Context: an optimization exercise on an open-source flow, tuned for small area. The choices shown serve that exercise and are no tape-out recipe.
Only simulation tests tie the RTL to the original design; equivalence was not proved.
Power figures rest on the tool's default switching activity, not on a simulated workload.

==> flow/design.v <==
module tape_decoder (
    input  wire        clk,
    input  wire        rst,           
    input  wire        cfg_we,
    input  wire [1:0]  cfg_sel,       
    input  wire [31:0] cfg_data,
    input  wire        s_valid,
    input  wire [15:0] s_data,
    output wire        s_ready,
    input  wire        ev_ack,
    output reg  [1:0]  ev_pending,    
    output wire        fault,
    output wire [3:0]  fault_code,
    output reg  [3:0]  seq_len,
    output reg         byte_valid,
    output wire [7:0]  byte_data,
    output reg  [3:0]  byte_field,    
    output reg         blk_done,
    output wire [1:0]  blk_type,      
    output wire [7:0]  blk_len,
    output wire [63:0] name,          
    output wire [7:0]  ftype,
    output wire [7:0]  ascii,
    output wire [7:0]  gap,
    output wire [15:0] start_addr,
    output wire [15:0] load_addr
);
    localparam [3:0] S_SYNC  = 4'd0,
                     S_TYPE  = 4'd1,
                     S_LEN   = 4'd2,
                     S_NAME  = 4'd3,
                     S_FTYPE = 4'd4,
                     S_ASCII = 4'd5,
                     S_GAP   = 4'd6,
                     S_START = 4'd7,
                     S_LOAD  = 4'd8,
                     S_DATA  = 4'd9,
                     S_CKSUM = 4'd10,
                     S_LEAD  = 4'd11;
    localparam [1:0] BT_NAME = 2'd0, BT_DATA = 2'd1, BT_EOF = 2'd2;
    reg [31:0] n_one_lo, n_one_hi, n_zero_lo, n_zero_hi;    
    reg [31:0] clen;          
    reg        prev_nn;
    reg [3:0]   state;
    reg [7:0]   shift;
    reg [2:0]   bitcnt;
    reg [1:0]   btype;
    reg [7:0]   len;
    reg [7:0]   ck;
    reg [7:0]   cnt;          
    reg [1:0]   fc;           
    reg [119:0] rec;
    assign fault      = fc[1] | fc[0];
    assign fault_code = {2'b00, fc};
    assign s_ready    = !fault && (ev_pending == 2'd0);
    assign byte_data  = shift;
    assign blk_type   = btype;
    assign blk_len    = len;
    assign name       = rec[63:0];
    assign ftype      = rec[71:64];
    assign ascii      = rec[79:72];
    assign gap        = rec[87:80];
    assign start_addr = {rec[95:88],   rec[103:96]};
    assign load_addr  = {rec[111:104], rec[119:112]};
    wire push     = s_valid && s_ready && !rst;
    wire neg      = s_data[15];
    wire crossing = prev_nn && neg;
    function automatic carry32(input [31:0] a, input [31:0] b, input cin);
        integer k;
        reg r;
        begin
            r = cin;
            for (k = 0; k < 32; k = k + 1)
                r = (a[k] & b[k]) | (a[k] & r) | (b[k] & r);
            carry32 = r;
        end
    endfunction
    wire is_one  = carry32(n_one_lo,  clen, 1'b1) && !carry32(n_one_hi,  clen, 1'b0);
    wire is_zero = carry32(n_zero_lo, clen, 1'b1) && !carry32(n_zero_hi, clen, 1'b0);
    wire bit_ok  = is_one || is_zero;
    wire       bit_in   = push && crossing && bit_ok;
    wire [7:0] shift_in = {is_one, shift[7:1]};
    wire sync_hit = (shift_in[7:2] == 6'b001111) && (bitcnt >= 3'd5) &&
                    (bitcnt < 3'd6 || !shift_in[1]) &&
                    (bitcnt < 3'd7 || !shift_in[0]);
    wire in_sync   = (state == S_SYNC);
    wire byte_done = bit_in && !in_sync && (bitcnt == 3'd7);
    always @(posedge clk) begin
        if (rst) begin
            if (!cfg_we || cfg_sel == 2'd0) n_one_lo  <= ~(cfg_we ? cfg_data : 32'd18);
            if (!cfg_we || cfg_sel == 2'd1) n_one_hi  <= ~(cfg_we ? cfg_data : 32'd31);
            if (!cfg_we || cfg_sel == 2'd2) n_zero_lo <= ~(cfg_we ? cfg_data : 32'd31);
            if (!cfg_we || cfg_sel == 2'd3) n_zero_hi <= ~(cfg_we ? cfg_data : 32'hFFFF_FFFF);
        end
    end
    always @(posedge clk) begin
        if (rst) begin
            clen    <= 32'd0;
            prev_nn <= 1'b0;
        end else if (push) begin
            prev_nn <= !neg;
            clen    <= crossing ? 32'd1 : clen + 32'd1;
        end
    end
    always @(posedge clk) begin
        if (bit_in) begin
            shift <= shift_in;
            if (state != S_LEAD)
                rec <= {shift[0], rec[119:1]};
        end
    end
    always @(posedge clk) begin
        if (rst)
            bitcnt <= 3'd0;
        else if (bit_in) begin
            if (in_sync)
                bitcnt <= sync_hit ? 3'd0 : (bitcnt == 3'd7 ? 3'd7 : bitcnt + 3'd1);
            else
                bitcnt <= bitcnt + 3'd1;
        end
    end
    always @(posedge clk) begin
        byte_valid <= byte_done;
        blk_done   <= 1'b0;
        if (rst) begin
            state      <= S_SYNC;
            seq_len    <= 4'd0;
            ev_pending <= 2'd0;
            fc         <= 2'd0;
        end else begin
            if (ev_ack && ev_pending != 2'd0) begin
                if (ev_pending[1])
                    seq_len <= 4'd0;
                ev_pending <= 2'd0;
            end
            if (bit_in && in_sync && sync_hit)
                state <= S_TYPE;
            if (byte_done) begin
                byte_field <= state;
                if (state >= S_LEN && state <= S_DATA)
                    cnt <= (state == S_LEN) ? shift_in : cnt - 8'd1;
                ck <= ((state == S_TYPE) ? 8'd0 : ck) + shift_in;
                case (state)
                    S_TYPE: begin
                        btype <= (shift_in == 8'h00) ? BT_NAME :
                                 (shift_in == 8'h01) ? BT_DATA : BT_EOF;
                        if (shift_in == 8'h00 || shift_in == 8'h01 || shift_in == 8'hFF)
                            state <= S_LEN;
                        else
                            state <= S_SYNC;
                    end
                    S_LEN: begin
                        len <= {shift_in[7:2], shift_in[1] & (btype != BT_NAME), shift_in[0]};
                        if ((btype == BT_NAME && shift_in != 8'd15) ||
                            (btype == BT_EOF  && shift_in != 8'd0))
                            state <= S_SYNC;
                        else if (btype == BT_NAME)
                            state <= S_NAME;
                        else if (shift_in == 8'd0)
                            state <= S_CKSUM;
                        else
                            state <= S_DATA;
                    end
                    S_NAME:  if (cnt[2:0] == 3'd0) state <= S_FTYPE;
                    S_FTYPE: state <= S_ASCII;
                    S_ASCII: state <= S_GAP;
                    S_GAP:   state <= S_START;
                    S_START: if (cnt[0]) state <= S_LOAD;
                    S_LOAD:  if (cnt[0]) state <= S_CKSUM;
                    S_DATA:  if (cnt == 8'd1) state <= S_CKSUM;
                    S_CKSUM: begin
                        if (shift_in != ck)
                            fc[0] <= 1'b1;
                        else
                            state <= S_LEAD;
                    end
                    default: begin   
                        if (seq_len[3]) begin
                            fc[1] <= 1'b1;
                        end else begin
                            seq_len  <= seq_len + 4'd1;
                            blk_done <= 1'b1;
                            ev_pending <= (btype == BT_NAME) ? 2'd1 :
                                          (btype == BT_EOF)  ? 2'd2 : 2'd0;
                            state <= S_SYNC;
                        end
                    end
                endcase
            end
        end
    end
endmodule
Settings: LEC_CHECK=0, CAP_MARGIN=20, CORE_MARGIN=2, CORE_UTILIZATION=40, SLEW_MARGIN=20; clock period 10.0 ns.
standard.sh (not shown) runs the stock make flow with config.mk's settings and CLKGATE_MAP_FILE= SYNTH_SCRIPT=/design/flow/synth_recipe.tcl, a recipe that flattens the netlist after the stock synthesis.
==> flow/flow/run.sh <==
#!/bin/bash
set -euo pipefail
CTS="-sink_clustering_enable -sink_clustering_size 20 -sink_clustering_max_diameter 60 -buf_list sky130_fd_sc_hd__clkbuf_8 -dont_use_dummy_load -repair_clock_nets"
bash standard.sh "BUFFER_PORTS_ARGS=-buffer_cell sky130_fd_sc_hd__buf_1" "CTS_ARGS=$CTS" finish > standard_flow.log 2>&1
The baseline went through all stages and came out clean.
Then changed:
--- a/flow/design.v
+++ b/flow/design.v
@@ -48,21 +48,21 @@
     reg [7:0]   len;
     reg [7:0]   ck;
     reg [7:0]   cnt;          
     reg [1:0]   fc;           
-    reg [119:0] rec;
+    reg [111:0] rec;          
     assign fault      = fc[1] | fc[0];
     assign fault_code = {2'b00, fc};
     assign s_ready    = !fault && (ev_pending == 2'd0);
     assign byte_data  = shift;
     assign blk_type   = btype;
-    assign blk_len    = len;
-    assign name       = rec[63:0];
-    assign ftype      = rec[71:64];
-    assign ascii      = rec[79:72];
-    assign gap        = rec[87:80];
-    assign start_addr = {rec[95:88],   rec[103:96]};
-    assign load_addr  = {rec[111:104], rec[119:112]};
+    assign blk_len    = (btype == BT_NAME) ? 8'd13 : len;
+    assign name       = {rec[55:0], len};
+    assign ftype      = rec[63:56];
+    assign ascii      = rec[71:64];
+    assign gap        = rec[79:72];
+    assign start_addr = {rec[87:80],  rec[95:88]};
+    assign load_addr  = {rec[103:96], rec[111:104]};
     wire push     = s_valid && s_ready && !rst;
     wire neg      = s_data[15];
     wire crossing = prev_nn && neg;
     function automatic carry32(input [31:0] a, input [31:0] b, input cin);
@@ -105,9 +105,13 @@
     always @(posedge clk) begin
         if (bit_in) begin
             shift <= shift_in;
             if (state != S_LEAD)
-                rec <= {shift[0], rec[119:1]};
+                rec <= {shift[0], rec[111:1]};
+            if (byte_done && state == S_LEN)
+                len <= shift_in;
+            else if (btype == BT_NAME && state != S_LEAD)
+                len <= {rec[0], len[7:1]};
         end
     end
     always @(posedge clk) begin
         if (rst)
@@ -149,9 +153,8 @@
                         else
                             state <= S_SYNC;
                     end
                     S_LEN: begin
-                        len <= {shift_in[7:2], shift_in[1] & (btype != BT_NAME), shift_in[0]};
                         if ((btype == BT_NAME && shift_in != 8'd15) ||
                             (btype == BT_EOF  && shift_in != 8'd0))
                             state <= S_SYNC;
                         else if (btype == BT_NAME)
Result:
- The changed run finished with timing, DRC and antenna clean
- worst setup slack degrades by 700 ps
- power is lower by a few percent
- wire length goes down slightly
- synthesized cell count rises slightly
- hold slack loses 53 ps
- fmax shrinks by roughly a tenth
- global-route usage is lower by 0.21 points
- sequential power shrinks by a few percent
- die area came out lower slightly

==> afterwards: timing with drivers on the ports <==
In the flow no input, the clock included, has a driving cell. The finished layouts below were timed again as built, in two steps. Step 1: set_driving_cell puts a clkbuf_16 on clk and a buf_2 on each other input, an assumption about the parent block. Step 2 also shifts input and output timing later by t, the mid clock arrival at the registers, as if the neighbouring blocks saw the same clock. Slacks: no drivers / after step 1 / after step 2; pairs: no drivers / after step 1.
| run | t (ns) | setup slack, ns | hold WS [ns] | worst register clock-pin slew, ns | worst slew at a driven data input, ns |
|---|---|---|---|---|---|
| the first run | 0.649 | 5.212 / 5.212 / 4.592 | 0.441 / 0.441 / 0.441 | 0.11 / 0.11 | 0.09 |
| the second run | 0.612 | 4.513 / 4.513 / 4.279 | 0.388 / 0.388 / 0.388 | 0.12 / 0.12 | 0.07 |
After both steps every run listed still meets setup and hold. The setup slack of the first run, which loses most, moves by 0.000 ns with the drivers and by -0.620 ns with both steps.
